Background: an optimization exercise with open tools, aiming at a short achievable clock period and few clock cycles. Do not read the settings as production practice.
Only simulation tests tie the RTL to the original design; equivalence was not proved.
Power figures rest on the tool's default switching activity, not on a simulated workload.

<file path="flow/config.mk">
export PLATFORM = sky130hd
export DESIGN_NAME = e20_core
export DESIGN_NICKNAME = e20_core
export VERILOG_FILES = /design/flow/design.v
export SDC_FILE = /design/flow/constraint.sdc
export NUM_CORES = 4
export LEC_CHECK = 0
export ABC_CLOCK_PERIOD_IN_PS = 3000
export CAP_MARGIN = 20
export CORE_MARGIN = 2
export CORE_UTILIZATION = 30
export PLACE_DENSITY = 0.5
export SETUP_SLACK_MARGIN = 4.8
export SLEW_MARGIN = 20
</file>
<file path="flow/run.sh">
#!/bin/bash
# synth_recipe.tcl (not shown) runs the flow's synth.tcl, then flattens the netlist and writes it again
# the make line also repeats each setting of config.mk as NAME=value (left out here)
make -C /OpenROAD-flow-scripts/flow DESIGN_CONFIG=/design/flow/config.mk WORK_HOME=/design/flow/orfs CLKGATE_MAP_FILE= SYNTH_SCRIPT=/design/flow/synth_recipe.tcl finish
</file>
<file path="flow/constraint.sdc">
create_clock -name core_clock -period 8.0 [get_ports {clk}]
set_input_delay 1.6000 -clock core_clock [delete_from_list [all_inputs] [get_ports {clk}]]
set_output_delay 1.6000 -clock core_clock [all_outputs]
set_load 0.01 [all_outputs]
</file>
<file path="flow/design.v">
module e20_core (
    input  wire        clk,
    input  wire        rst,          
    output reg         mem_req,
    output reg         mem_we,
    output reg  [12:0] mem_addr,
    output reg  [15:0] mem_wdata,
    input  wire        mem_gnt,
    input  wire        mem_rvalid,
    input  wire [15:0] mem_rdata,
    output reg         halted
);
    localparam [2:0] OP_RRR  = 3'b000, OP_ADDI = 3'b001, OP_J   = 3'b010,
                     OP_JAL  = 3'b011, OP_LW   = 3'b100, OP_SW  = 3'b101,
                     OP_JEQ  = 3'b110, OP_SLTI = 3'b111;
    localparam integer QN = 8;    
    localparam integer FN = 8;    
    localparam integer BN = 8;    
    reg        m_data;            
    reg [2:0]  m_ldst;            
    reg [12:0] fpc;               
    reg        smc_hit;           
    reg [12:0] st_npc;            
    wire port_busy = mem_req & m_data & ~mem_gnt;
    wire rd_acc    = mem_req & mem_gnt & ~mem_we;
    wire fetch_acc = mem_req & mem_gnt & ~m_data;
    reg [3:0]       nf;
    reg [FN-1:0]    f_ld;         
    reg [FN-1:0]    f_ok;         
    reg [13*FN-1:0] f_pc;         
    reg [3*FN-1:0]  f_dst;        
    reg [FN-1:0]    f_bp;         
    reg [13*FN-1:0] f_bt;         
    reg [BN-1:0]    b_v;
    reg [13*BN-1:0] b_pc;
    reg [13*BN-1:0] b_tgt;
    reg [BN-1:0]    b_ret;        
    reg [BN-1:0]    b_call;       
    reg [2:0]       b_ptr;        
    reg [3:0]       nq;
    reg [2:0]       qh, qtl;      
    reg [QN-1:0]    q_v;
    reg [16*QN-1:0] q_ins;
    reg [13*QN-1:0] q_pc;
    reg [13*QN-1:0] q_alt;        
    reg [QN-1:0]    q_pred;       
    reg [7*QN-1:0]  q_hm;         
    reg [16*8-1:0]  rf;           
    reg [7:1]       pmask;        
    reg [12:0]      ras;          
    function [15:0] rf_rd(input [2:0] r, input [16*8-1:0] f);
        case (r)
            3'd1: rf_rd = f[1*16 +: 16];
            3'd2: rf_rd = f[2*16 +: 16];
            3'd3: rf_rd = f[3*16 +: 16];
            3'd4: rf_rd = f[4*16 +: 16];
            3'd5: rf_rd = f[5*16 +: 16];
            3'd6: rf_rd = f[6*16 +: 16];
            3'd7: rf_rd = f[7*16 +: 16];
            default: rf_rd = 16'd0;
        endcase
    endfunction
    function [7:1] rbit(input [2:0] r);
        rbit = (8'd1 << r) >> 1;
    endfunction
    wire        arr       = mem_rvalid & (nf != 4'd0);
    wire        arr_load  = arr & f_ld[0];
    wire        arr_fetch = arr & ~f_ld[0] & f_ok[0];
    wire [12:0] arr_pc    = f_pc[12:0];
    wire [2:0]  arr_dst   = f_dst[2:0];
    wire        arr_bp    = f_bp[0];
    wire [12:0] arr_bt    = f_bt[12:0];
    wire [15:0] w         = mem_rdata;
    wire [2:0]  w_op      = w[15:13];
    wire [12:0] w_npc     = arr_pc + 13'd1;
    wire [12:0] w_btgt    = w_npc + {{6{w[6]}}, w[6:0]};
    wire        w_rrr     = (w_op == OP_RRR);
    wire        w_jeqb    = (w_op == OP_JEQ) && w[6];
    wire        w_jr7     = w_rrr && (w[3:0] == 4'b1000) && (w[12:10] == 3'd7);
    wire        w_jump    = (w_op == OP_J) || (w_op == OP_JAL);
    wire        w_red     = w_jump || w_jeqb || w_jr7;
    reg  [12:0] w_tgt;
    always @(*) begin
        if (w_jump)      w_tgt = w[12:0];
        else if (w_jeqb) w_tgt = w_btgt;
        else             w_tgt = ras;
    end
    wire [12:0] w_alt = (w_op == OP_JEQ) ? (w_jeqb ? w_npc : w_btgt) :
                        (arr_bp ? arr_bt : ras);
    wire        w_usea = ~w_jump;
    wire        w_useb = w_rrr || (w_op == OP_SW) || (w_op == OP_JEQ);
    wire        w_wr   = w_rrr ? (w[3:0] <= 4'd4) :
                         (w_op != OP_J) && (w_op != OP_SW) && (w_op != OP_JEQ);
    wire [2:0]  w_dst  = w_rrr ? w[6:4] : (w_op == OP_JAL) ? 3'd7 : w[9:7];
    wire [7:1]  w_hm   = (w_usea ? rbit(w[12:10]) : 7'd0) |
                         (w_useb ? rbit(w[9:7])   : 7'd0) |
                         (w_wr   ? rbit(w_dst)    : 7'd0);
    reg        x_valid;
    reg [12:0] x_pc, x_npc, x_alt;
    reg        x_pred;
    reg [15:0] xa, xb, xo;        
    reg        x_wr;              
    reg [2:0]  x_dst;
    reg [7:1]  x_lwb;             
    reg        s_sum, s_dif, s_or, s_and, s_lt, s_npc;
    reg        x_lw, x_sw, x_halt, x_jr, x_jeq;
    wire [15:0] x_sum = xa + xo;
    wire [15:0] x_dif = xa - xb;
    wire        x_lt  = xa < xo;
    wire [15:0] x_res = ({16{s_sum}} & x_sum) | ({16{s_dif}} & x_dif) |
                        ({16{s_or}} & (xa | xb)) | ({16{s_and}} & (xa & xb)) |
                        {15'd0, s_lt & x_lt} | ({16{s_npc}} & {3'd0, x_npc});
    wire        x_mem = x_lw | x_sw;
    wire x_stall = x_valid & (((x_mem | x_halt) & port_busy) | (x_lw & (nf > 4'd5)));
    wire x_go    = x_valid & ~x_stall & ~smc_hit & ~halted;
    wire x_we    = x_valid & x_wr & ~smc_hit;
    wire x_taken = (xa == xb);
    wire jeq_mp  = x_jeq & (x_taken != x_pred);
    wire jr_mp   = x_jr & ~(x_pred & (xa[12:0] == x_alt));
    wire x_red   = x_go & (jeq_mp | jr_mp);
    wire [12:0] x_tgt = x_jr ? xa[12:0] : x_alt;
    wire        flush     = x_red | smc_hit;
    wire [12:0] flush_tgt = smc_hit ? st_npc : x_tgt;
    wire        do_halt   = x_go & x_halt;
    reg smc_m;
    integer k;
    always @(*) begin
        smc_m = fetch_acc && (mem_addr == x_sum[12:0]);
        for (k = 0; k < QN; k = k + 1)
            if (q_v[k] && q_pc[k*13 +: 13] == x_sum[12:0]) smc_m = 1'b1;
        for (k = 0; k < FN; k = k + 1)
            if (k < nf && !f_ld[k] && f_pc[k*13 +: 13] == x_sum[12:0]) smc_m = 1'b1;
    end
    wire        r_valid = q_v[qh];
    wire [15:0] r_ins   = q_ins[qh*16 +: 16];
    wire [12:0] r_pc    = q_pc[qh*13 +: 13];
    wire [2:0]  r_op    = r_ins[15:13];
    wire [2:0]  r_a     = r_ins[12:10];
    wire [2:0]  r_b     = r_ins[9:7];
    wire [3:0]  r_func  = r_ins[3:0];
    wire        r_rrr   = (r_op == OP_RRR);
    wire [15:0] r_simm  = {{9{r_ins[6]}}, r_ins[6:0]};
    wire [2:0]  r_dst   = r_rrr ? r_ins[6:4] : (r_op == OP_JAL) ? 3'd7 : r_b;
    wire        r_wr    = r_rrr ? (r_func <= 4'd4) :
                          (r_op == OP_ADDI) || (r_op == OP_SLTI) || (r_op == OP_JAL);
    wire [7:1] arr_bit = arr_load ? rbit(arr_dst) : 7'd0;
    wire [7:1] pend    = (pmask & ~arr_bit) | (x_valid ? x_lwb : 7'd0);
    wire       r_haz   = |(q_hm[qh*7 +: 7] & pend);
    wire r_go = r_valid & ~r_haz & ~x_stall & ~flush & ~halted;
    wire [15:0] ra_v = (x_wr && x_valid && x_dst == r_a) ? x_res :
                       (arr_load && arr_dst == r_a && r_a != 3'd0) ? mem_rdata : rf_rd(r_a, rf);
    wire [15:0] rb_v = (x_wr && x_valid && x_dst == r_b) ? x_res :
                       (arr_load && arr_dst == r_b && r_b != 3'd0) ? mem_rdata : rf_rd(r_b, rf);
    wire d_red  = arr_fetch & ~flush & (arr_bp ? ~w_red : w_red);
    wire d_lrn  = arr_fetch & ~smc_hit & ~arr_bp & w_red;
    wire [12:0] d_tgt = arr_bp ? w_npc : w_tgt;
    reg [BN-1:0] bt_m;
    reg [12:0]   bt_t;
    reg          bt_retk, bt_callk;
    integer      kb;
    always @(*) begin
        bt_t = 13'd0; bt_retk = 1'b0; bt_callk = 1'b0;
        for (kb = 0; kb < BN; kb = kb + 1) begin
            bt_m[kb] = b_v[kb] && (b_pc[kb*13 +: 13] == mem_addr);
            bt_t     = bt_t | ({13{bt_m[kb]}} & b_tgt[kb*13 +: 13]);
            bt_retk  = bt_retk | (bt_m[kb] & b_ret[kb]);
            bt_callk = bt_callk | (bt_m[kb] & b_call[kb]);
        end
    end
    wire        bt_hit = |bt_m;
    wire [12:0] bt_tgt = bt_retk ? ras : bt_t;
    wire        bt_use = fetch_acc & bt_hit;
    wire q_push = arr_fetch & ~flush;
    wire q_pop  = r_go;
    wire want_fetch = ~halted & ~(x_valid & x_halt) &
                      (nq <= 4'd3) &
                      ((nf <= 4'd1) | ((nf == 4'd2) & ~rd_acc));
    reg [12:0] fpc_n;
    always @(*) begin
        if (flush)          fpc_n = flush_tgt;
        else if (d_red)     fpc_n = d_tgt;
        else if (bt_use)    fpc_n = bt_tgt;
        else if (fetch_acc) fpc_n = fpc + 13'd1;
        else                fpc_n = fpc;
    end
    wire [3:0] nq_p1 = nq + 4'd1;
    wire [3:0] nq_m1 = nq - 4'd1;
    integer i;
    always @(posedge clk) begin
        if (rst) begin
            mem_req  <= 1'b1;
            mem_we   <= 1'b0;
            mem_addr <= 13'd0;
            m_data   <= 1'b0;
            fpc      <= 13'd0;
            halted   <= 1'b0;
            smc_hit  <= 1'b0;
            nf       <= 4'd0;
            nq       <= 4'd0;
            qh       <= 3'd0;
            qtl      <= 3'd0;
            q_v      <= {QN{1'b0}};
            x_valid  <= 1'b0;
            pmask    <= 7'd0;
            ras      <= 13'd0;
            b_v      <= {BN{1'b0}};
            b_ptr    <= 3'd0;
            rf       <= {16*8{1'b0}};
        end else begin
            smc_hit <= x_go & x_sw & smc_m;
            if (x_go & x_mem) begin
                mem_req   <= 1'b1;
                mem_we    <= x_sw;
                mem_addr  <= x_sum[12:0];
                mem_wdata <= xb;
                m_data    <= 1'b1;
                m_ldst    <= x_dst;
                st_npc    <= x_npc;
            end else if (!port_busy) begin
                mem_req   <= want_fetch;
                mem_we    <= 1'b0;
                mem_addr  <= fpc_n;
                m_data    <= 1'b0;
            end
            fpc <= fpc_n;
            if (do_halt) halted <= 1'b1;
            if (bt_use & bt_callk)             ras <= mem_addr + 13'd1;
            else if (d_lrn && w_op == OP_JAL)   ras <= w_npc;
            if (mem_req & m_data & mem_we)
                for (i = 0; i < BN; i = i + 1)
                    if (b_pc[i*13 +: 13] == mem_addr) b_v[i] <= 1'b0;
            if (d_lrn) begin
                b_v[b_ptr]            <= 1'b1;
                b_pc[b_ptr*13 +: 13]  <= arr_pc;
                b_tgt[b_ptr*13 +: 13] <= w_tgt;
                b_ret[b_ptr]          <= w_jr7;
                b_call[b_ptr]         <= (w_op == OP_JAL);
                b_ptr                 <= b_ptr + 3'd1;
            end
            nf <= nf + {3'd0, rd_acc} - {3'd0, arr};
            for (i = 0; i < FN; i = i + 1) begin
                if (arr) begin
                    if (i + 1 < FN && i + 1 < nf) begin
                        f_ld[i]            <= f_ld[i+1];
                        f_ok[i]            <= f_ok[i+1] & ~(flush | d_red);
                        f_pc[i*13 +: 13]   <= f_pc[(i+1)*13 +: 13];
                        f_dst[i*3 +: 3]    <= f_dst[(i+1)*3 +: 3];
                        f_bp[i]            <= f_bp[i+1];
                        f_bt[i*13 +: 13]   <= f_bt[(i+1)*13 +: 13];
                    end else if (rd_acc && i + 1 == nf) begin
                        f_ld[i]            <= m_data;
                        f_ok[i]            <= ~(flush | d_red);
                        f_pc[i*13 +: 13]   <= mem_addr;
                        f_dst[i*3 +: 3]    <= m_ldst;
                        f_bp[i]            <= bt_use;
                        f_bt[i*13 +: 13]   <= bt_tgt;
                    end
                end else begin
                    if (i < nf) begin
                        f_ok[i]            <= f_ok[i] & ~(flush | d_red);
                    end else if (rd_acc && i == nf) begin
                        f_ld[i]            <= m_data;
                        f_ok[i]            <= ~(flush | d_red);
                        f_pc[i*13 +: 13]   <= mem_addr;
                        f_dst[i*3 +: 3]    <= m_ldst;
                        f_bp[i]            <= bt_use;
                        f_bt[i*13 +: 13]   <= bt_tgt;
                    end
                end
            end
            if (flush) begin
                nq  <= 4'd0;
                qtl <= qh;
                q_v <= {QN{1'b0}};
            end else begin
                nq <= q_pop ? (q_push ? nq : nq_m1) : (q_push ? nq_p1 : nq);
                if (q_pop) begin
                    qh      <= qh + 3'd1;
                    q_v[qh] <= 1'b0;
                end
                if (q_push) begin
                    qtl                   <= qtl + 3'd1;
                    q_v[qtl]              <= 1'b1;
                    q_ins[qtl*16 +: 16]   <= w;
                    q_pc[qtl*13 +: 13]    <= arr_pc;
                    q_alt[qtl*13 +: 13]   <= w_alt;
                    q_pred[qtl]           <= w_red;
                    q_hm[qtl*7 +: 7]      <= w_hm;
                end
            end
            if (!x_stall) begin
                x_valid <= r_go;
                x_pc    <= r_pc;
                x_npc   <= r_pc + 13'd1;
                x_alt   <= q_alt[qh*13 +: 13];
                x_pred  <= q_pred[qh];
                xa      <= ra_v;
                xb      <= rb_v;
                xo      <= r_rrr ? rb_v : r_simm;
                x_wr    <= r_wr & (r_dst != 3'd0);
                x_dst   <= r_dst;
                x_lwb   <= (r_op == OP_LW) ? rbit(r_b) : 7'd0;
                s_sum   <= (r_rrr & (r_func == 4'b0000)) | (r_op == OP_ADDI);
                s_dif   <= r_rrr & (r_func == 4'b0001);
                s_or    <= r_rrr & (r_func == 4'b0010);
                s_and   <= r_rrr & (r_func == 4'b0011);
                s_lt    <= (r_rrr & (r_func == 4'b0100)) | (r_op == OP_SLTI);
                s_npc   <= (r_op == OP_JAL);
                x_lw    <= (r_op == OP_LW);
                x_sw    <= (r_op == OP_SW);
                x_halt  <= (r_op == OP_J) && (r_ins[12:0] == r_pc);
                x_jr    <= r_rrr & (r_func == 4'b1000);
                x_jeq   <= (r_op == OP_JEQ) && (r_ins[6:0] != 7'd0);
            end
            if (smc_hit) x_valid <= 1'b0;
            if (x_we)
                rf[x_dst*16 +: 16] <= x_res;
            if (arr_load && arr_dst != 3'd0)
                rf[arr_dst*16 +: 16] <= mem_rdata;
            pmask <= (pmask & ~arr_bit) | ((x_go & x_lw) ? x_lwb : 7'd0);
        end
    end
endmodule
</file>
==> results of run 1 <==
path summary, 6_finish.rpt:
path	start	endpoint	depth (start not counted)	slack, ps
setup / recovery	xa[0]	smc_hit	15	4050
hold reg to reg	x_npc[8]	st_npc[8]	0	470
hold / removal	x_npc[8]	st_npc[8]	0	470
setup reg to reg	xa[0]	smc_hit	15	4050
worst register-to-register path: cells and delay by family, from the launching register on:
family                     cells  cell delay [ps]
AOI/OAI and AO/OA              5              900
xor gates and xnor gates       2              320
adders and majority gates      2              640
buffers and inverters          2              240
DFF                            1              410
and+or+nand+nor                4             1400
cells in the final DEF, fill, tap and decap left out, drive strengths merged, types with 20 or more instances in the layout:
cell,netlist,final
nor3,78,78
a22oi,114,114
nor2b,41,41
nor4,38,38
xor2,145,145
o21ai,564,564
clkbuf,355,213
a32oi,34,34
or3,20,20
clkinv,4,52
mux2,128,129
a21o,29,29
mux4,102,102
a211oi,36,36
a21oi,272,273
nand4,71,71
nand2b,32,32
nand3,106,108
dfxtp,197,197
a221oi,47,47
nor2,369,371
and3,29,29
o211ai,21,21
inv,179,182
a22o,326,326
mux2i,105,106
edfxtp,1009,1009
a31oi,32,33
buf,105,850
nand2,1112,1112
ha,133,133
and2,33,33
xnor2,271,271
o22ai,26,26
registers in the layout, summed over array words and instances, names as in the netlist, 16 cells and up:
| name | cells |
|---|---|
| q_ins | 128 |
| rf | 112 |
| b_pc | 104 |
| b_tgt | 104 |
| f_bt | 104 |
| f_pc | 104 |
| q_alt | 104 |
| q_pc | 104 |
| q_hm | 56 |
| f_dst | 24 |
| mem_wdata | 16 |
| xa | 16 |
| xb | 16 |
| xo | 16 |
stage by stage:
stage	TNS, ps	cell area, um2	cells	setup slack [ps]
after floorplan	-404940	67500	6401	-1010
after global placement	0	71500	9167	1480
after detailed placement	0	71500	9169	1520
after CTS	0	87100	9961	4070
after global routing	0	90600	10100	3950
final	0	90600	10100	4050
cells in the mapped netlist (all sizes together), types with 38 or more instances:
| library cell | number | area [um2] |
|---|---|---|
| o21ai | 564 | 2830 |
| mux2i | 105 | 1160 |
| nand2 | 1112 | 4170 |
| nor3 | 78 | 417 |
| ha | 133 | 1660 |
| mux2 | 128 | 1440 |
| mux4 | 102 | 2300 |
| a21oi | 272 | 1380 |
| nor2 | 369 | 1390 |
| clkbuf | 355 | 1330 |
| inv | 179 | 672 |
| a22o | 326 | 2860 |
| buf | 105 | 593 |
| nand3 | 106 | 531 |
| xor2 | 145 | 1280 |
| nor4 | 38 | 327 |
| dfxtp | 197 | 3940 |
| nor2b | 41 | 257 |
| a221oi | 47 | 418 |
| a22oi | 114 | 856 |
| edfxtp | 1009 | 30300 |
| nand4 | 71 | 444 |
| xnor2 | 271 | 2430 |
timing repair:
action	CTS	global route
resized for setup	1203	502
pin swaps	225	252
endpoints found under the setup margin	1950	1431
gates cloned	104	8
hold buffers	0	0
buffers inserted	417	155
cell type report:
| class | count | area (um2) | area share (%) |
|---|---|---|---|
| Sequential cell | 1206 | 34300 | 37.9 |
| Multi-Input combinational cell | 4561 | 35300 | 39.0 |
| Antenna cell | 2 | 5.00 | 0.00552 |
| Timing Repair Buffer | 911 | 11700 | 13.0 |
| Clock buffer | 201 | 4060 | 4.48 |
| Inverter | 183 | 717 | 0.791 |
| Clock inverter | 70 | 712 | 0.786 |
| Tap cell | 2992 | 3740 | 4.13 |
per-layer routing:
metal,part of all wire (%),up-vias,GRT usage [%]
li1,-,25000,-
met3,10,716,5.37
met1,41,29400,33.1
met2,44,3426,37.0
met5,0.029,-,0
met4,5.1,14,10.3
cell families (layout without fill, tap and decap cells):
logic type      Yosys count  after routing
flops                  1206           1206
fa+ha+maj               140            140
compound gates         1639           1641
mux                     335            337
xor+xnor                435            435
simple gates           2003           2008
other cells               0              2
buf+inv                 643           1365
power breakdown:
| part | total, mW | leakage, nW | internal, mW | switching [mW] |
|---|---|---|---|---|
| registers | 8.29 | 10.9 | 7.78 | 0.514 |
| logic | 11.4 | 19.7 | 4.77 | 6.65 |
| clock network | 6.77 | 2.31 | 3.84 | 2.92 |
| total | 26.5 | 32.9 | 16.4 | 10.1 |
==> results.cfg, run 1 <==
[synth]
synth-simple-area-share_pct = 13.1
synth.yosys.seq_area_share_pct = 50.8
synth-edff-count = 1009
ys_warn_count = 7
synth_xor_area_share_pct = 6.14
syn_area_mm2 = 0.0674
synthArstFlopShare_pct = 0
muxShareOfSynthArea_pct = 7.26
synth-adder-area-share_pct = 2.65
ys_types = 115
ys_ff_latch = 1206
syn-num-nets = 6559
synth_compound_gate_area_share_pct = 16.2
synth_area_per_cell_um2 = 10.5
synth_cells = 6401
synth_top_family_by_area = compound AO/OA/AOI/OAI gates
ys.flop_type = edfxtp_1

[clock_tree]
cts_tree = yes
cts_sinks = 1206
clk_pin_slew_ps = 60
worstSkewPairLatency_ps = 840
cts_buffer_depth = 3
htree_levels = 4
cts_buffers = 148
clock-root-buffer = clkbuf_16

[routing]
ant_nets = 0
drt_wl_total_mm = 290
vias = 58600
avgRoutedWirePerCell_um = 28.7
post-route-drc-count = 0
initialDrtViolationCount = 7875
drtPass1Iterations = 6
vias_per_cell = 5.78

[outcome]
status = no timing/DRC/antenna violations

[critical_path]
crit_family = simple AND/OR/NAND/NOR gates
crit_type = flop to flop
slowest_stage = or4_4
max_stage_delay_ps = 580
critPathRequiredTime_ps = 8770
crit_fanout = 6
crit_chain = ha_2, inv_2, fa_2, or2_4, a21o_4, xnor2_4, buf_8, xnor2_1, or4_4, nor4_4, nand4_1, o22ai_2, a211oi_1, a22o_1, a21oi_2
crit_buf_inv = 2
critPathLaunchType = flop
critPathArrivalTime_ps = 4720
end_kind = flop

[run]
maxCapViolCount = 0

[sta]
period_needed_ps = 3950
tightest_slew_ps = 1100
slew_viol_final = 0
holdWs_ps = 470
rsz0062_at_grt = true
finalHoldViolations = 0
max_freq_mhz = 253
max_slew_margin_pct = 26.7
setup_viol = 0
skew_ps = 41.5
fin_crit_sh_pct = 49.3

[power_and_ir_drop]
report.power.total_mw = 26.5
ir_drop_v = 0.000318
power_density_mw_per_mm2 = 292
p_leak_nw = 32.9

[die]
dieArea_mm2 = 0.229
pin_count = 52
die_y_um = 478
core-area_mm2 = 0.224
initial_utilization_pct = 30.1
rows = 174
die_w_um = 478

[cells_and_area]
nFillCells = 21100
num-nets-final = 7169
fin_util_pct = 40.4
syn_to_final_growth_pct = 34.3
drive_above_1_share_pct = 29.6

[grt]
grt_max_degree = 116
grt_pass1_vias = 55000
grt_usage_pct = 24.3
grt_pass1_wl_mm = 408
antenna_found_initial = 10
overflow = 0

[placed_design]
hpwl_mm = 171
gp_congestion = 0.910
numPortBuffers = 51

[hold_path]
hold_class = flop to flop
Testbench counts, summed over its fixed seeds: cycles 271,528.
==> run 2, diff against run 1 <==
--- a/flow/config.mk
+++ b/flow/config.mk
@@ -10,5 +10,5 @@
 export CORE_MARGIN = 2
 export CORE_UTILIZATION = 30
 export PLACE_DENSITY = 0.5
-export SETUP_SLACK_MARGIN = 4.8
+export SETUP_SLACK_MARGIN = 5
 export SLEW_MARGIN = 20
==> run 2 against run 1 <==
  * Core utilization grew 2.3 points
  * Flip-flop and latch count stayed put
  * Clock power about the same
  * Still clean
  * Global-route usage rose by 0.67 points
  * First-iteration DRC count grew 4.0%
  * Sequential share of layout area shrank 2.0 points
  * Maximum frequency grew 0.78%
  * Critical path type unchanged
  * Clock skew grew 5.2 ps
  * Critical path depth is 2 lower
==> results.cfg, run 2 <==
[power_and_ir_drop]
power_frac_seq_pct = 30.3
ir_drop_v = 0.000320
p_switching_mw = 10.4
pwr-share-comb_pct = 45.0
swShare_pct = 38.1
power_density_mw_per_mm2 = 287
p_leak_nw = 35.1
clockPowerShare_pct = 24.7
internal_power_mw = 17.0

[synth]
synth_area_per_cell_um2 = 10.5
synth_cells = 6401
ys_warn_count = 7
synth.yosys.seq_area_share_pct = 50.8
synthArstFlopShare_pct = 0
netlist_top_cells_area = edfxtp_1 45%, nand2_1 6.2%, dfxtp_1 5.8%, a22o_1 4.2%, o21ai_0 4.1%
synth_top_area_share_pct = 44.9
synthMostInstantiatedCell = nand2_1
ys.flop_type = edfxtp_1
ys_types = 115
yosysTopAreaCell = edfxtp_1
syn_area_mm2 = 0.0674
syn-num-nets = 6559
ys_ff_latch = 1206
synth_commonest_cells = 1112 x nand2_1, 1009 x edfxtp_1, 547 x o21ai_0, 366 x nor2_1, 355 x clkbuf_1
synth-edff-count = 1009

[cells_and_area]
most-common-layout-cells = 1045 x nand2_1, 1009 x edfxtp_1, 477 x buf_4
layout_commonest_cell = nand2_1
drive_above_1_share_pct = 34.4
largest_register = q_ins
num-nets-final = 7428
top_regs = q_ins x128, rf x112
syn_to_final_growth_pct = 41.9
largest_register_ffs = 128
stdcell_area_mm2 = 0.0957

[critical_path]
ff2ff_path_depth = 13
worst_r2r_endpoint = smc_hit
r2r_setup_slack_ps = 4080
regToRegStartpoint = xa[1]
critPathLaunchType = flop
end_kind = flop
crit_fanout = 4
crit_type = flop to flop
critPathRequiredTime_ps = 8780
critPathArrivalTime_ps = 4690

[clock_tree]
ctsHoldBuffers = 0
worstSkewPairLatency_ps = 840
clock-root-buffer = clkbuf_16
cts_buffers = 148
cts_sinks = 1206
clk_pin_slew_ps = 70
cts_tree = yes
htree_levels = 4
cts_buffer_depth = 3

[sta]
period_needed_ps = 3920
fin_ws_ps = 4080
skew_ps = 46.8
finalHoldViolations = 0
rsz0062_at_grt = true
fin_setup_tns_ps = 0
slew_viol_final = 0
max_slew_margin_pct = 27.6
setup_viol = 0
max_freq_mhz = 255
tightest_slew_ps = 1080
fin_crit_sh_pct = 48.9

[routing]
avgRoutedWirePerCell_um = 28.9
drt_wl_total_mm = 301
post-route-drc-count = 0
drtPass1Iterations = 7
ant_nets = 0
initialDrtViolationCount = 8191
vias = 60200
vias_per_cell = 5.79

[grt]
grt_usage_pct = 25.0
grt_max_degree = 116
grt_pass1_wl_mm = 419
grt_pass1_vias = 56600
antenna_found_initial = 6
overflow = 0

[outcome]
status = no timing/DRC/antenna violations

[die]
initial_utilization_pct = 30.1
pin_count = 52
core-area_mm2 = 0.224
dieArea_mm2 = 0.229
rows = 174
die_w_um = 478
die_y_um = 478

[placed_design]
numPortBuffers = 51
hpwl_mm = 171
gp_congestion = 0.910
place_area_mm2 = 0.0715
dpl_worst_slack_ps = 1520

[hold_path]
min_path_cells = 0
hold_class = flop to flop
min_from = x_npc[8]
holdPathEnd = st_npc[8]

[run]
maxCapViolCount = 0
run 2: cell counts after synthesis:
Identical to the previous run, type by type.
run 2: power by group through the flow:
stage / logic, mW / clock network (mW) / registers [mW]
floorplan: 4.95 / 0 / 8.21
global placement: 7.51 / 0 / 8.47
detailed placement: 7.57 / 0 / 8.48
CTS: 10.8 / 6.84 / 8.27
global route: 12.8 / 7.06 / 8.34
finish: 12.3 / 6.78 / 8.30
run 2: logic make-up (layout without fill, tap and decap cells):
logic type	Yosys count	in the layout	share of synthesized area (%)
AO/OA/AOI/OAI	1639	1641	16.2
flip-flops	1206	1206	50.8
XOR/XNOR	435	435	6.14
buffers and inverters	643	1622	3.87
AND/OR/NAND/NOR	2003	2010	13.1
adder cells (fa/ha/maj)	140	140	2.65
multiplexers	335	337	7.26
other	0	6	0
run 2: final cells by class:
type                    instances  area [um2]
well taps                    2992        3740
multi-input cells            4563       36200
diodes                          6        15.0
repair buffers               1168       15900
inverters                     183         734
clock buffers                 201        4060
flip-flops and latches       1206       34300
clock inverters                70         712
fillers                     20500      128000
run 2: critical path: stages, from the launching register on:
cell and delay, ps:
edfxtp_1 540, inv_2 130, fa_2 640, buf_12 160, xor2_1 140, nand3_1 160
a311o_1 290, or3_1 400, or4_4 460, nor4_4 250, a221o_1 220, nor4_2 50
a22o_1 270, a21oi_2 140
run 2: timing repair:
item                        CTS  global route
buffers inserted            561           218
pin swaps                   253           313
gates cloned                152            12
resized for setup          1563           696
setup endpoints to repair  2061          1641
hold endpoints to repair      0             0
run 2: layer usage:
layer | vias up | GRT usage [%] | share of wire (%) | wire (um)
met3 | 747 | 5.70 | 10 | 31000
li1 | 25500 | - | - | -
met4 | 6 | 11.2 | 5.2 | 15700
met5 | - | 0 | 0.012 | 35
met2 | 3713 | 38.2 | 45 | 134000
met1 | 30200 | 33.5 | 40 | 120000
run 2: worst max-delay path by stage:
stage | slack (ps) | start | to | cells past startpoint
5_1_grt | 3970 | xb[4] | nq[3] | 18
3_3_place_gp | 1480 | mem_rvalid | nq[3] | 18
4_1_cts | 4070 | xa[0] | smc_hit | 15
3_5_place_dp | 1520 | mem_rvalid | nq[3] | 18
6_report | 4080 | xa[1] | smc_hit | 13
2_1_floorplan | -1010 | mem_gnt | q_alt[0] | 10
run 2: through the flow:
step	total power [mW]	hold WS (ps)	instances	util [%]
5_1_grt	28.2	469	10400	42.7
2_1_floorplan	13.2	424	6401	-
4_1_cts	25.9	464	10200	40.6
3_3_place_gp	16.0	442	9167	31.9
3_5_place_dp	16.1	448	9169	31.9
6_report	27.4	461	10400	42.7
==> run 3, diff against run 2 <==
--- a/flow/design.v
+++ b/flow/design.v
@@ -19,7 +19,8 @@
     reg        m_data;            
     reg [2:0]  m_ldst;            
     reg [12:0] fpc;               
-    reg        smc_hit;           
+    reg        st_new;            
+    reg        smc_q;             
     reg [12:0] st_npc;            
     wire port_busy = mem_req & m_data & ~mem_gnt;
     wire rd_acc    = mem_req & mem_gnt & ~mem_we;
@@ -104,6 +105,8 @@
     reg [7:1]  x_lwb;             
     reg        s_sum, s_dif, s_or, s_and, s_lt, s_npc;
     reg        x_lw, x_sw, x_halt, x_jr, x_jeq;
+    reg        x_eq;              
+    reg        x_jrok;            
     wire [15:0] x_sum = xa + xo;
     wire [15:0] x_dif = xa - xb;
     wire        x_lt  = xa < xo;
@@ -112,24 +115,35 @@
                         {15'd0, s_lt & x_lt} | ({16{s_npc}} & {3'd0, x_npc});
     wire        x_mem = x_lw | x_sw;
     wire x_stall = x_valid & (((x_mem | x_halt) & port_busy) | (x_lw & (nf > 4'd5)));
+    wire smc_x   = st_new & x_valid & (x_pc == mem_addr);
+    wire smc_hit = smc_x | smc_q;
     wire x_go    = x_valid & ~x_stall & ~smc_hit & ~halted;
     wire x_we    = x_valid & x_wr & ~smc_hit;
-    wire x_taken = (xa == xb);
-    wire jeq_mp  = x_jeq & (x_taken != x_pred);
-    wire jr_mp   = x_jr & ~(x_pred & (xa[12:0] == x_alt));
+    wire jeq_mp  = x_jeq & (x_eq != x_pred);
+    wire jr_mp   = x_jr & ~(x_pred & x_jrok);
     wire x_red   = x_go & (jeq_mp | jr_mp);
     wire [12:0] x_tgt = x_jr ? xa[12:0] : x_alt;
     wire        flush     = x_red | smc_hit;
-    wire [12:0] flush_tgt = smc_hit ? st_npc : x_tgt;
+    wire [12:0] flush_tgt = smc_x ? st_npc : smc_q ? smc_tgt : x_tgt;
     wire        do_halt   = x_go & x_halt;
     reg smc_m;
+    reg [12:0] smc_tgt, f_old;
+    reg f_any;
     integer k;
     always @(*) begin
-        smc_m = fetch_acc && (mem_addr == x_sum[12:0]);
+        f_old = fpc;
+        f_any = 1'b0;
+        for (k = 0; k < FN; k = k + 1)
+            if (!f_any && k < nf && !f_ld[k] && f_ok[k]) begin
+                f_old = f_pc[k*13 +: 13];
+                f_any = 1'b1;
+            end
+        smc_tgt = x_valid ? x_pc : q_v[qh] ? q_pc[qh*13 +: 13] : f_old;
+        smc_m = 1'b0;
         for (k = 0; k < QN; k = k + 1)
-            if (q_v[k] && q_pc[k*13 +: 13] == x_sum[12:0]) smc_m = 1'b1;
+            if (q_v[k] && q_pc[k*13 +: 13] == mem_addr) smc_m = 1'b1;
         for (k = 0; k < FN; k = k + 1)
-            if (k < nf && !f_ld[k] && f_pc[k*13 +: 13] == x_sum[12:0]) smc_m = 1'b1;
+            if (k < nf && !f_ld[k] && f_pc[k*13 +: 13] == mem_addr) smc_m = 1'b1;
     end
     wire        r_valid = q_v[qh];
     wire [15:0] r_ins   = q_ins[qh*16 +: 16];
@@ -152,7 +166,8 @@
     wire [15:0] rb_v = (x_wr && x_valid && x_dst == r_b) ? x_res :
                        (arr_load && arr_dst == r_b && r_b != 3'd0) ? mem_rdata : rf_rd(r_b, rf);
     wire d_red  = arr_fetch & ~flush & (arr_bp ? ~w_red : w_red);
-    wire d_lrn  = arr_fetch & ~smc_hit & ~arr_bp & w_red;
+    wire d_lrn  = arr_fetch & ~smc_hit & ~arr_bp & w_red &
+                  ~(mem_req & mem_we & (arr_pc == mem_addr));
     wire [12:0] d_tgt = arr_bp ? w_npc : w_tgt;
     reg [BN-1:0] bt_m;
     reg [12:0]   bt_t;
@@ -194,7 +209,8 @@
             m_data   <= 1'b0;
             fpc      <= 13'd0;
             halted   <= 1'b0;
-            smc_hit  <= 1'b0;
+            st_new   <= 1'b0;
+            smc_q    <= 1'b0;
             nf       <= 4'd0;
             nq       <= 4'd0;
             qh       <= 3'd0;
@@ -207,7 +223,8 @@
             b_ptr    <= 3'd0;
             rf       <= {16*8{1'b0}};
         end else begin
-            smc_hit <= x_go & x_sw & smc_m;
+            st_new <= x_go & x_sw;
+            smc_q  <= st_new & ~smc_x & smc_m;
             if (x_go & x_mem) begin
                 mem_req   <= 1'b1;
                 mem_we    <= x_sw;
@@ -311,6 +328,8 @@
                 x_halt  <= (r_op == OP_J) && (r_ins[12:0] == r_pc);
                 x_jr    <= r_rrr & (r_func == 4'b1000);
                 x_jeq   <= (r_op == OP_JEQ) && (r_ins[6:0] != 7'd0);
+                x_eq    <= (ra_v == rb_v);
+                x_jrok  <= (ra_v[12:0] == q_alt[qh*13 +: 13]);
             end
             if (smc_hit) x_valid <= 1'b0;
             if (x_we)
==> run 3 against run 2 <==
  * Core utilization shrank 0.75 points
  * Non-clock buffer count shrank 62
  * Combinational power shrank 4%
  * Routed wire length grew 1.9%
  * Sequential share of layout area grew 0.58 points
  * Highest routed layer unchanged
==> results.cfg, run 3 <==
[outcome]
status = no timing/DRC/antenna violations

[synth]
ys_ff_latch = 1222
synth_area_per_cell_um2 = 10.4
syn-num-nets = 6775
synthArstFlopShare_pct = 0
synth_commonest_cells = 1158 x nand2_1, 1024 x edfxtp_1, 597 x o21ai_0, 413 x nor2_1, 368 x clkbuf_1
netlist_top_cells_area = edfxtp_1 45%, nand2_1 6.3%, dfxtp_1 5.8%, o21ai_0 4.3%, xnor2_1 3.6%
ys_warn_count = 7
synth_cells = 6618
ys_types = 111
ys.flop_type = edfxtp_1
syn_area_mm2 = 0.0687
synth_top_area_share_pct = 44.7
synthMostInstantiatedCell = nand2_1
synth.yosys.seq_area_share_pct = 50.5
synth-edff-count = 1024
yosysTopAreaCell = edfxtp_1

[grt]
grt_pass1_wl_mm = 423
grt_pass1_vias = 56500
grt_usage_pct = 25.0
overflow = 0
grt_max_degree = 67
antenna_found_initial = 9

[die]
die_y_um = 483
die_w_um = 483
core-area_mm2 = 0.227
dieArea_mm2 = 0.233
initial_utilization_pct = 30.2
rows = 175
pin_count = 52

[cells_and_area]
top_regs = q_ins x128, rf x112
largest_register_ffs = 128
fin_cells = 10500
layout_commonest_cell = nand2_1
syn_to_final_growth_pct = 39.0
most-common-layout-cells = 1079 x nand2_1, 1024 x edfxtp_1, 550 x buf_4
fin_util_pct = 42.0
multi_input_area_mm2 = 0.0381
num-nets-final = 7566
largest_register = q_ins
nFillCells = 21100
seqCellArea_mm2 = 0.0348
drive_above_1_share_pct = 34.8

[clock_tree]
clock-root-buffer = clkbuf_16
cts_buffers = 143
cts_sinks = 1222
worstSkewPairLatency_ps = 840
cts_tree = yes
cts_buffer_depth = 3
clk_pin_slew_ps = 60
htree_levels = 4

[sta]
tightest_slew_ps = 1180
finalHoldViolations = 0
setup_viol = 0
max_slew_margin_pct = 21.3
fin_setup_tns_ps = 0
slew_viol_final = 0
skew_ps = 43.7
max_freq_mhz = 254
holdWs_ps = 452
fin_crit_sh_pct = 49.2
rsz0062_at_grt = true
period_needed_ps = 3940

[critical_path]
end_kind = flop
critPathRequiredTime_ps = 8650
critPathLaunchType = flop
crit_fanout = 5
critPathArrivalTime_ps = 4590
crit_type = flop to flop

[routing]
avgRoutedWirePerCell_um = 29.1
initialDrtViolationCount = 8190
ant_nets = 0
post-route-drc-count = 0
drtPass1Iterations = 8
vias = 61100
drt_wl_total_mm = 306
vias_per_cell = 5.80

[power_and_ir_drop]
ir_drop_v = 0.000279
p_leak_nw = 35.0
power_density_mw_per_mm2 = 281
report.power.total_mw = 26.8

[run]
maxCapViolCount = 0

[placed_design]
numPortBuffers = 51
gp_congestion = 0.927
dp_cells = 9376
hpwl_mm = 178

[hold_path]
hold_class = flop to flop
run 3: cell count changes after synthesis, moves of 19 or more:
cell,before,now
nand2_1,1112,1158
xnor3_1,19,0
xor2_1,144,191
a22oi_1,114,206
mux2i_1,93,137
a21oi_1,268,207
a32oi_1,34,11
nor4_1,28,51
o21ai_0,547,597
a22o_1,326,277
nor2_1,366,413
xnor2_1,266,285
run 3: cell families (layout without fill, tap and decap cells):
kind of cell / Yosys count / count (layout) / synth area share, %
simple gates: 2104 / 2120 / 13.4
flops: 1222 / 1222 / 50.5
fa+ha+maj: 137 / 137 / 2.55
buf+inv: 652 / 1543 / 3.84
compound gates: 1638 / 1639 / 15.9
mux: 388 / 390 / 7.75
other cells: 0 / 5 / 0
xor+xnor: 477 / 477 / 6.11
run 3: critical path, cell delays in order, from the launching register on:
cell and delay, ps:
dfxtp_4 400, buf_12 130, mux2_4 290, mux4_2 600
buf_6 170, nor3_4 140, buf_6 150, a41oi_4 110
a21boi_4 250, buf_4 150, buf_6 90, buf_6 110
a21oi_1 80, o21ai_2 90, a21boi_4 240, nor3_1 80
a221o_1 310, nand4b_1 210, nor4_2 150
run 3: cell type report:
type,instances,area share (%)
inverters,173,0.773
multi-input cells,4763,39.9
clock buffers,182,4.03
clock inverters,82,0.794
flip-flops and latches,1222,36.4
repair buffers,1106,14.1
well taps,3009,3.94
diodes,5,0.0131
run 3: stage by stage:
| stage | worst slack [ps] | instance area (um2) |
|---|---|---|
| floorplan | -1020 | 69000 |
| global placement | 2050 | 72900 |
| detailed placement | 2050 | 72900 |
| CTS | 4190 | 89700 |
| global route | 3960 | 95500 |
| finish | 4060 | 95500 |
run 3: power by group:
group / internal (mW) / switching (mW)
combinational: 4.86 / 6.90
clock: 3.75 / 2.89
sequential: 7.88 / 0.581
run 3: worst paths after layout:
path,startpoint,endpoint,slack (ps),cells after the start
worst min register to register,x_npc[0],st_npc[0],450,0
worst min-delay path,x_npc[0],st_npc[0],450,0
worst max-delay path,qh[2],x_eq,4060,18
worst max register to register,qh[2],x_eq,4060,18
run 3: timing repair:
action                     in CTS  in global routing
setup endpoints to repair    2099               1522
resized for setup            1601                774
hold buffers                    0                  0
hold endpoints to repair        0                  0
gates cloned                   72                 46
setup buffers                 560                219
pin swaps                     306                376
run 3: layer usage:
layer | routed length (um) | part of all wire, % | vias to the layer above | track usage, %
met4 | 20400 | 6.6 | 6 | 13.8
met1 | 124000 | 40 | 30700 | 34.1
met5 | 85 | 0.028 | - | 0
met2 | 131000 | 43 | 3556 | 36.6
li1 | - | - | 26100 | -
met3 | 31100 | 10 | 742 | 5.35
Testbench counts of run 3, summed over its fixed seeds: cycles 271,636.
==> run 4, diff against run 3 <==
--- a/flow/design.v
+++ b/flow/design.v
@@ -38,6 +38,11 @@
     reg [BN-1:0]    b_ret;        
     reg [BN-1:0]    b_call;       
     reg [2:0]       b_ptr;        
+    reg             rv;
+    reg [15:0]      ri;
+    reg [12:0]      rp, ralt;
+    reg             rpred;
+    reg [7:1]       rhm;
     reg [3:0]       nq;
     reg [2:0]       qh, qtl;      
     reg [QN-1:0]    q_v;
@@ -138,16 +143,16 @@
                 f_old = f_pc[k*13 +: 13];
                 f_any = 1'b1;
             end
-        smc_tgt = x_valid ? x_pc : q_v[qh] ? q_pc[qh*13 +: 13] : f_old;
-        smc_m = 1'b0;
+        smc_tgt = x_valid ? x_pc : rv ? rp : f_old;
+        smc_m = rv && (rp == mem_addr);
         for (k = 0; k < QN; k = k + 1)
             if (q_v[k] && q_pc[k*13 +: 13] == mem_addr) smc_m = 1'b1;
         for (k = 0; k < FN; k = k + 1)
             if (k < nf && !f_ld[k] && f_pc[k*13 +: 13] == mem_addr) smc_m = 1'b1;
     end
-    wire        r_valid = q_v[qh];
-    wire [15:0] r_ins   = q_ins[qh*16 +: 16];
-    wire [12:0] r_pc    = q_pc[qh*13 +: 13];
+    wire        r_valid = rv;
+    wire [15:0] r_ins   = ri;
+    wire [12:0] r_pc    = rp;
     wire [2:0]  r_op    = r_ins[15:13];
     wire [2:0]  r_a     = r_ins[12:10];
     wire [2:0]  r_b     = r_ins[9:7];
@@ -159,7 +164,7 @@
                           (r_op == OP_ADDI) || (r_op == OP_SLTI) || (r_op == OP_JAL);
     wire [7:1] arr_bit = arr_load ? rbit(arr_dst) : 7'd0;
     wire [7:1] pend    = (pmask & ~arr_bit) | (x_valid ? x_lwb : 7'd0);
-    wire       r_haz   = |(q_hm[qh*7 +: 7] & pend);
+    wire       r_haz   = |(rhm & pend);
     wire r_go = r_valid & ~r_haz & ~x_stall & ~flush & ~halted;
     wire [15:0] ra_v = (x_wr && x_valid && x_dst == r_a) ? x_res :
                        (arr_load && arr_dst == r_a && r_a != 3'd0) ? mem_rdata : rf_rd(r_a, rf);
@@ -186,9 +191,11 @@
     wire [12:0] bt_tgt = bt_retk ? ras : bt_t;
     wire        bt_use = fetch_acc & bt_hit;
     wire q_push = arr_fetch & ~flush;
-    wire q_pop  = r_go;
+    wire r_free = r_go | ~rv;                 
+    wire b_pop  = r_free & q_v[qh];           
+    wire b_push = q_push & ~(r_free & ~q_v[qh]);   
     wire want_fetch = ~halted & ~(x_valid & x_halt) &
-                      (nq <= 4'd3) &
+                      (nq <= 4'd2) &
                       ((nf <= 4'd1) | ((nf == 4'd2) & ~rd_acc));
     reg [12:0] fpc_n;
     always @(*) begin
@@ -215,6 +222,7 @@
             nq       <= 4'd0;
             qh       <= 3'd0;
             qtl      <= 3'd0;
+            rv       <= 1'b0;
             q_v      <= {QN{1'b0}};
             x_valid  <= 1'b0;
             pmask    <= 7'd0;
@@ -286,16 +294,25 @@
                 end
             end
             if (flush) begin
+                rv  <= 1'b0;
                 nq  <= 4'd0;
                 qtl <= qh;
                 q_v <= {QN{1'b0}};
             end else begin
-                nq <= q_pop ? (q_push ? nq : nq_m1) : (q_push ? nq_p1 : nq);
-                if (q_pop) begin
+                if (r_free) begin
+                    rv    <= q_v[qh] | q_push;
+                    ri    <= q_v[qh] ? q_ins[qh*16 +: 16] : w;
+                    rp    <= q_v[qh] ? q_pc[qh*13 +: 13]  : arr_pc;
+                    ralt  <= q_v[qh] ? q_alt[qh*13 +: 13] : w_alt;
+                    rpred <= q_v[qh] ? q_pred[qh]         : w_red;
+                    rhm   <= q_v[qh] ? q_hm[qh*7 +: 7]    : w_hm;
+                end
+                nq <= b_pop ? (b_push ? nq : nq_m1) : (b_push ? nq_p1 : nq);
+                if (b_pop) begin
                     qh      <= qh + 3'd1;
                     q_v[qh] <= 1'b0;
                 end
-                if (q_push) begin
+                if (b_push) begin
                     qtl                   <= qtl + 3'd1;
                     q_v[qtl]              <= 1'b1;
                     q_ins[qtl*16 +: 16]   <= w;
@@ -309,8 +326,8 @@
                 x_valid <= r_go;
                 x_pc    <= r_pc;
                 x_npc   <= r_pc + 13'd1;
-                x_alt   <= q_alt[qh*13 +: 13];
-                x_pred  <= q_pred[qh];
+                x_alt   <= ralt;
+                x_pred  <= rpred;
                 xa      <= ra_v;
                 xb      <= rb_v;
                 xo      <= r_rrr ? rb_v : r_simm;
@@ -329,7 +346,7 @@
                 x_jr    <= r_rrr & (r_func == 4'b1000);
                 x_jeq   <= (r_op == OP_JEQ) && (r_ins[6:0] != 7'd0);
                 x_eq    <= (ra_v == rb_v);
-                x_jrok  <= (ra_v[12:0] == q_alt[qh*13 +: 13]);
+                x_jrok  <= (ra_v[12:0] == ralt);
             end
             if (smc_hit) x_valid <= 1'b0;
             if (x_we)
==> run 4 against run 3 <==
  * Combinational power decreased by 28%
  * Via count up 3.1%
  * Routed wire length rose by 2.3%
  * Synthesized cell count increased by 2.6%
  * Clock skew up 1.4 ps
  * Critical endpoint is now b_tgt[64]
  * Setup slack gained 210 ps
==> results.cfg, run 4 <==
[sta]
setup_viol = 0
fin_ws_ps = 4270
tightest_slew_ps = 1200
fin_crit_sh_pct = 46.6
max_freq_mhz = 268
slew_viol_final = 0
skew_ps = 45.1
holdWs_ps = 434
finalHoldViolations = 0
rsz0062_at_grt = true
period_needed_ps = 3730
max_slew_margin_pct = 20.2

[routing]
ant_nets = 0
initialDrtViolationCount = 7746
avgRoutedWirePerCell_um = 29.1
drtPass1Iterations = 8
post-route-drc-count = 0
vias_per_cell = 5.85
drt_wl_total_mm = 314
vias = 63100

[grt]
overflow = 0
grt_usage_pct = 24.7
grt_pass1_wl_mm = 440
grt_pass1_vias = 59000
antenna_found_initial = 15
grt_max_degree = 102

[critical_path]
max_stage_delay_ps = 530
critPathArrivalTime_ps = 4300
regToRegStartpoint = f_pc[1]
crit_chain = ha_4, and3_4, nand3_4, xnor2_4, ha_4, a21o_1, and2_1, a311o_1, a221o_1, buf_6, xor2_4, a21oi_4, buf_12, mux2_2
crit_type = flop to flop
crit_top_cell = ha_4
critPathLaunchType = flop
startpoint = f_pc[1]
slowest_stage = edfxtp_1
crit_fanout = 8
critPathRequiredTime_ps = 8570
end_kind = flop

[clock_tree]
htree_levels = 4
cts_sinks = 1273
ctsHoldBuffers = 0
cts_buffer_depth = 3
clock-root-buffer = clkbuf_16
clk_pin_slew_ps = 60
worstSkewPairLatency_ps = 850
cts_buffers = 145
cts_tree = yes

[cells_and_area]
syn_to_final_growth_pct = 35.6
layout_commonest_cell = edfxtp_1
multi_input_area_mm2 = 0.0384
fin_util_pct = 40.9
nFillCells = 22300
num-nets-final = 7631
seqCellArea_mm2 = 0.0363
largest_register = q_ins
drive_above_1_share_pct = 31.2
top_regs = q_ins x128, rf x112
most-common-layout-cells = 1074 x edfxtp_1, 932 x nand2_1, 490 x buf_4
fin_cells = 10800
largest_register_ffs = 128

[die]
dieArea_mm2 = 0.243
core-area_mm2 = 0.238
rows = 179
pin_count = 52
initial_utilization_pct = 30.1
die_y_um = 493
die_w_um = 493

[synth]
yosysTopAreaCell = edfxtp_1
synthArstFlopShare_pct = 0
synth_commonest_cells = 1074 x edfxtp_1, 996 x nand2_1, 596 x o21ai_0, 417 x clkbuf_1, 395 x nor2_1
synth_cells = 6788
ys_types = 97
synth-edff-count = 1074
ys_ff_latch = 1273
synth.yosys.seq_area_share_pct = 50.6
ys_warn_count = 7
syn-num-nets = 6948
netlist_top_cells_area = edfxtp_1 45%, dfxtp_1 5.6%, nand2_1 5.2%, o21ai_0 4.2%, mux4_2 3.8%
synth_top_area_share_pct = 45.0
ys.flop_type = edfxtp_1
syn_area_mm2 = 0.0716
synth_area_per_cell_um2 = 10.6
synthMostInstantiatedCell = edfxtp_1

[outcome]
status = no timing/DRC/antenna violations

[placed_design]
dp_cells = 9705
dpl_worst_slack_ps = 1520
gp_congestion = 0.937
hpwl_mm = 192
numPortBuffers = 51

[power_and_ir_drop]
report.power.total_mw = 24.1
ir_drop_v = 0.000258
p_leak_nw = 35.0
power_density_mw_per_mm2 = 248

[hold_path]
min_from = rpred
hold_class = flop to flop

[run]
maxCapViolCount = 0
[run 4: cell types whose count changed after synthesis, sizes merged, moves of 23 or more]
cell / previous run / this run
edfxtp: 1024 / 1074
a22o: 278 / 301
a211oi: 47 / 70
nand2: 1159 / 996
nor2b: 30 / 66
a22oi: 206 / 140
nor2: 419 / 395
clkbuf: 368 / 418
a21oi: 209 / 273
buf: 111 / 86
[run 4: kinds of logic after synthesis]
| kind of cell | synth area share [%] |
|---|---|
| muxes | 8.04 |
| buffers and inverters | 3.69 |
| AOI/OAI and AO/OA | 16.6 |
| and+or+nand+nor | 12.8 |
| adders and majority gates | 2.53 |
| xor gates and xnor gates | 5.72 |
| DFF | 50.6 |
[run 4: area by class of cell]
cell class	instances	share of cell area [%]
clock inverter	91	1.15
timing repair buffer	1025	13.2
clock buffer	176	3.92
tap	3167	4.08
multi-input combinational	4848	39.5
inverter	178	0.734
antenna	11	0.0283
sequential	1273	37.4
[run 4: routing by layer]
layer | wire, um | GRT usage [%]
met4 | 17600 | 11.7
met5 | 41 | 0
met1 | 126000 | 33.5
met2 | 140000 | 37.7
met3 | 30200 | 4.80
[run 4: where the power goes]
group,leakage (nW),switching [mW],total [mW],internal [mW]
logic,21.0,5.14,8.55,3.40
registers,11.5,0.605,8.51,7.90
clock network,2.39,3.03,7.07,4.04
total,35.0,8.77,24.1,15.4
[run 4: timing repair]
item / CTS / global route
pin swaps: 264 / 276
buffers inserted: 468 / 197
setup endpoints to repair: 2174 / 1537
gates resized for setup: 1404 / 567
cloned: 102 / 19
[run 4: critical path, delay by kind of cell (launching register included)]
kind                       cells  cell delay (ps)
AOI/OAI and AO/OA              4              990
DFF                            1              530
adders and majority gates      2              500
and+or+nand+nor                3              480
xor gates and xnor gates       2              400
buffers and inverters          2              300
muxes                          1              250
[run 4: stage by stage]
stage                     cell area (um2)  setup TNS, ps
after CTS                           92700              0
after detailed placement            76100              0
after global placement              76000              0
final                               97100              0
after global routing                97100              0
after floorplan                     71700        -946110
[run 4: final timing paths]
path,end,slack (ps),depth (start not counted)
max,b_tgt[64],4270,14
max reg2reg,b_tgt[64],4270,14
min reg2reg,x_pred,430,0
min,x_pred,430,0
Testbench counts of run 4, summed over its fixed seeds: cycles 271,636.
==> run 5, diff against run 4 <==
--- a/flow/design.v
+++ b/flow/design.v
@@ -26,6 +26,7 @@
     wire rd_acc    = mem_req & mem_gnt & ~mem_we;
     wire fetch_acc = mem_req & mem_gnt & ~m_data;
     reg [3:0]       nf;
+    reg             nf_hi;        
     reg [FN-1:0]    f_ld;         
     reg [FN-1:0]    f_ok;         
     reg [13*FN-1:0] f_pc;         
@@ -105,28 +106,29 @@
     reg [12:0] x_pc, x_npc, x_alt;
     reg        x_pred;
     reg [15:0] xa, xb, xo;        
+    reg        xci;               
     reg        x_wr;              
     reg [2:0]  x_dst;
     reg [7:1]  x_lwb;             
-    reg        s_sum, s_dif, s_or, s_and, s_lt, s_npc;
+    reg        s_sum, s_or, s_and, s_lt, s_npc;
     reg        x_lw, x_sw, x_halt, x_jr, x_jeq;
     reg        x_eq;              
     reg        x_jrok;            
-    wire [15:0] x_sum = xa + xo;
-    wire [15:0] x_dif = xa - xb;
-    wire        x_lt  = xa < xo;
-    wire [15:0] x_res = ({16{s_sum}} & x_sum) | ({16{s_dif}} & x_dif) |
+    wire [16:0] x_add = {1'b0, xa} + {1'b0, xo} + {16'd0, xci};
+    wire [15:0] x_sum = x_add[15:0];
+    wire        x_lt  = ~x_add[16];
+    wire [15:0] x_res = ({16{s_sum}} & x_sum) |
                         ({16{s_or}} & (xa | xb)) | ({16{s_and}} & (xa & xb)) |
                         {15'd0, s_lt & x_lt} | ({16{s_npc}} & {3'd0, x_npc});
     wire        x_mem = x_lw | x_sw;
-    wire x_stall = x_valid & (((x_mem | x_halt) & port_busy) | (x_lw & (nf > 4'd5)));
+    wire x_stall = x_valid & (((x_mem | x_halt) & port_busy) | (x_lw & nf_hi));
     wire smc_x   = st_new & x_valid & (x_pc == mem_addr);
     wire smc_hit = smc_x | smc_q;
     wire x_go    = x_valid & ~x_stall & ~smc_hit & ~halted;
     wire x_we    = x_valid & x_wr & ~smc_hit;
     wire jeq_mp  = x_jeq & (x_eq != x_pred);
     wire jr_mp   = x_jr & ~(x_pred & x_jrok);
-    wire x_red   = x_go & (jeq_mp | jr_mp);
+    wire x_red   = x_valid & ~smc_hit & ~halted & (jeq_mp | jr_mp);
     wire [12:0] x_tgt = x_jr ? xa[12:0] : x_alt;
     wire        flush     = x_red | smc_hit;
     wire [12:0] flush_tgt = smc_x ? st_npc : smc_q ? smc_tgt : x_tgt;
@@ -158,6 +160,8 @@
     wire [2:0]  r_b     = r_ins[9:7];
     wire [3:0]  r_func  = r_ins[3:0];
     wire        r_rrr   = (r_op == OP_RRR);
+    wire        r_sub   = (r_rrr & ((r_func == 4'b0001) | (r_func == 4'b0100))) |
+                          (r_op == OP_SLTI);
     wire [15:0] r_simm  = {{9{r_ins[6]}}, r_ins[6:0]};
     wire [2:0]  r_dst   = r_rrr ? r_ins[6:4] : (r_op == OP_JAL) ? 3'd7 : r_b;
     wire        r_wr    = r_rrr ? (r_func <= 4'd4) :
@@ -205,6 +209,7 @@
         else if (fetch_acc) fpc_n = fpc + 13'd1;
         else                fpc_n = fpc;
     end
+    wire [3:0] nf_n  = nf + {3'd0, rd_acc} - {3'd0, arr};
     wire [3:0] nq_p1 = nq + 4'd1;
     wire [3:0] nq_m1 = nq - 4'd1;
     integer i;
@@ -219,6 +224,7 @@
             st_new   <= 1'b0;
             smc_q    <= 1'b0;
             nf       <= 4'd0;
+            nf_hi    <= 1'b0;
             nq       <= 4'd0;
             qh       <= 3'd0;
             qtl      <= 3'd0;
@@ -262,7 +268,8 @@
                 b_call[b_ptr]         <= (w_op == OP_JAL);
                 b_ptr                 <= b_ptr + 3'd1;
             end
-            nf <= nf + {3'd0, rd_acc} - {3'd0, arr};
+            nf    <= nf_n;
+            nf_hi <= (nf_n > 4'd4);
             for (i = 0; i < FN; i = i + 1) begin
                 if (arr) begin
                     if (i + 1 < FN && i + 1 < nf) begin
@@ -330,12 +337,12 @@
                 x_pred  <= rpred;
                 xa      <= ra_v;
                 xb      <= rb_v;
-                xo      <= r_rrr ? rb_v : r_simm;
+                xo      <= (r_rrr ? rb_v : r_simm) ^ {16{r_sub}};
+                xci     <= r_sub;
                 x_wr    <= r_wr & (r_dst != 3'd0);
                 x_dst   <= r_dst;
                 x_lwb   <= (r_op == OP_LW) ? rbit(r_b) : 7'd0;
-                s_sum   <= (r_rrr & (r_func == 4'b0000)) | (r_op == OP_ADDI);
-                s_dif   <= r_rrr & (r_func == 4'b0001);
+                s_sum   <= (r_rrr & (r_func <= 4'b0001)) | (r_op == OP_ADDI);
                 s_or    <= r_rrr & (r_func == 4'b0010);
                 s_and   <= r_rrr & (r_func == 4'b0011);
                 s_lt    <= (r_rrr & (r_func == 4'b0100)) | (r_op == OP_SLTI);
==> run 5 against run 4 <==
  * Clock-buffer cell count increased by 22
  * Maximum frequency increased by 2.6%
  * Critical path depth increased by 1
==> results.cfg, run 5 <==
[run]
maxCapViolCount = 0

[power_and_ir_drop]
report.power.total_mw = 23.3
ir_drop_v = 0.000253
power_density_mw_per_mm2 = 244
p_leak_nw = 34.5

[sta]
fin_ws_ps = 4370
skew_ps = 55.4
fin_setup_tns_ps = 0
finalHoldViolations = 0
max_freq_mhz = 275
rsz0062_at_grt = true
period_needed_ps = 3630
setup_viol = 0
fin_crit_sh_pct = 45.4
tightest_slew_ps = 1250
max_slew_margin_pct = 16.5
slew_viol_final = 0

[routing]
avgRoutedWirePerCell_um = 30.1
vias_per_cell = 5.89
ant_nets = 0
drtPass1Iterations = 9
post-route-drc-count = 0
drt_wl_total_mm = 313
vias = 61200
initialDrtViolationCount = 8106

[cells_and_area]
fin_cells = 10400
syn_to_final_growth_pct = 35.8
num-nets-final = 7233
top_regs = q_ins x128, rf x112
largest_register = q_ins
fin_util_pct = 41.0
most-common-layout-cells = 1074 x edfxtp_1, 898 x nand2_1, 405 x buf_4
largest_register_ffs = 128
layout_commonest_cell = edfxtp_1
nFillCells = 21700
drive_above_1_share_pct = 31.8

[grt]
grt_pass1_wl_mm = 441
grt_max_degree = 89
grt_pass1_vias = 58600
overflow = 0
antenna_found_initial = 13
grt_usage_pct = 25.4

[placed_design]
dp_cells = 9386
hpwl_mm = 187
numPortBuffers = 51
dpl_worst_slack_ps = 1740
gp_congestion = 0.929

[synth]
synth.yosys.seq_area_share_pct = 51.6
ys_warn_count = 7
netlist_top_cells_area = edfxtp_1 46%, dfxtp_1 5.7%, nand2_1 5.1%, a22o_1 4.6%, mux4_2 4.0%
synth_commonest_cells = 1074 x edfxtp_1, 960 x nand2_1, 554 x o21ai_0, 422 x clkbuf_1, 376 x nor2_1
synth_area_per_cell_um2 = 10.7
ys.flop_type = edfxtp_1
ys_types = 100
synth_top_area_share_pct = 45.9
syn-num-nets = 6644
ys_ff_latch = 1274
yosysTopAreaCell = edfxtp_1
synth-edff-count = 1074
synth_cells = 6549
synthMostInstantiatedCell = edfxtp_1
syn_area_mm2 = 0.0703
synthArstFlopShare_pct = 0

[clock_tree]
cts_buffers = 148
cts_buffer_depth = 3
htree_levels = 4
cts_sinks = 1274
clk_pin_slew_ps = 60
clock-root-buffer = clkbuf_16
cts_tree = yes
ctsHoldBuffers = 0
worstSkewPairLatency_ps = 860

[die]
die_y_um = 488
dieArea_mm2 = 0.238
rows = 177
pin_count = 52
die_w_um = 488
core-area_mm2 = 0.233
initial_utilization_pct = 30.2

[critical_path]
end_kind = flop
critPathArrivalTime_ps = 4220
critPathRequiredTime_ps = 8580
crit_chain = buf_12, buf_8, and2_4, a31oi_2, o21ai_0, nand4b_1, o41ai_4, buf_4, a21o_4, nor2_4, buf_6, buf_8, buf_16, buf_12, buf_16
crit_family = buffers and inverters
max_stage_delay_ps = 450
crit_type = primary input to flop
crit_fanout = 19
critPathLaunchType = primary input
slowest_stage = o41ai_4
crit_buf_inv = 8

[hold_path]
hold_class = flop to flop

[outcome]
status = no timing/DRC/antenna violations
run 5: cell type report:
| class | instances | area, um2 | area share (%) |
|---|---|---|---|
| sequential | 1274 | 36300 | 38.1 |
| inverter | 140 | 592 | 0.620 |
| clock inverter | 73 | 782 | 0.819 |
| clock buffer | 198 | 4070 | 4.26 |
| tap | 3132 | 3920 | 4.11 |
| antenna | 2 | 5.00 | 0.00524 |
| multi-input combinational | 4628 | 37200 | 38.9 |
| timing repair buffer | 946 | 12600 | 13.2 |
run 5: path summary, 6_finish.rpt:
path | depth (start not counted) | to | slack [ps] | startpoint
setup / recovery | 15 | q_ins[122] | 4370 | mem_rvalid
hold / removal | 0 | x_pred | 430 | rpred
setup reg to reg | 16 | q_ins[122] | 4400 | nf[2]
hold reg to reg | 0 | x_pred | 430 | rpred
run 5: power by group:
part           leakage (nW)  total (mW)  switching, mW  internal [mW]
Sequential             11.6        8.46          0.565           7.90
Clock                  2.37        7.01           3.05           3.95
Combinational          20.6        7.83           4.71           3.12
Total                  34.5        23.3           8.32           15.0
run 5: worst reg2reg max path, stage by stage (launching register included):
cell and delay (ps):
dfxtp_2 350, inv_4 50, ha_4 160, buf_12 120, nor3b_4 190, o41a_1 420, a21o_1 160, a2111o_1 480
o41ai_4 300, buf_4 200, a21o_4 140, nor2_4 50, buf_6 150, buf_8 130, buf_16 150, buf_12 130
buf_16 140
run 5: kinds of logic after synthesis:
family | count (synthesis) | synth area share (%)
xor gates and xnor gates | 483 | 6.03
DFF | 1274 | 51.6
adders and majority gates | 77 | 1.42
muxes | 371 | 7.76
AOI/OAI and AO/OA | 1763 | 17.3
and+or+nand+nor | 1914 | 12.2
buffers and inverters | 667 | 3.70
run 5: metal layers:
layer,vias up,global-route usage (%),part of all wire [%]
met5,-,0,0.023
met4,12,13.5,6.0
met3,762,5.09,9.3
met2,3412,38.2,44
met1,31100,34.3,41
li1,25900,-,-
run 5: timing repair:
item | in CTS | in global routing
gates resized for setup | 1471 | 569
pin swaps | 315 | 282
endpoints found under the setup margin | 2117 | 1616
setup buffers | 461 | 133
cloned | 130 | 8
run 5: stage by stage:
stage	hold slack, ps	cell area [um2]
final	431	95400
after global routing	453	95400
after CTS	436	91700
after detailed placement	424	74500
after global placement	442	74500
after floorplan	400	70500
Testbench counts of run 5, summed over its fixed seeds: cycles 271,636.

==> port drivers added, routing unchanged <==
The flow's constraints put no driver on any port. The routed layouts listed below were extracted and timed again, unchanged, in two steps. Step 1: set_driving_cell puts a clkbuf_16 on clk and a buf_2 on each other input, an assumption about the parent block. Step 2 moves the port delays by t, midway between the first and last clock arrival at a register: inputs arrive t later, outputs are due t later. That takes back most of the time a late clock gives input paths. Slacks: no drivers / after step 1 / after step 2; pairs: no drivers / after step 1.
run | t (ns) | slack for setup (ns) | worst setup path at the end | pins driven straight from the clock port
run 1 | 0.914 | 4.054 / 4.054 / 3.318 | input to register | 1
run 2 | 0.908 | 4.085 / 4.085 / 3.319 | input to register | 1
run 3 | 0.915 | 4.061 / 4.061 / 3.463 | input to register | 1
run 4 | 0.941 | 4.270 / 4.270 / 3.362 | input to register | 1
run 5 | 0.918 | 4.366 / 4.393 / 3.475 | input to register | 1
After both steps setup and hold are still met in every run listed. The setup slack of run 4, which loses most, moves by 0.000 ns with the drivers and by -0.908 ns with both steps.
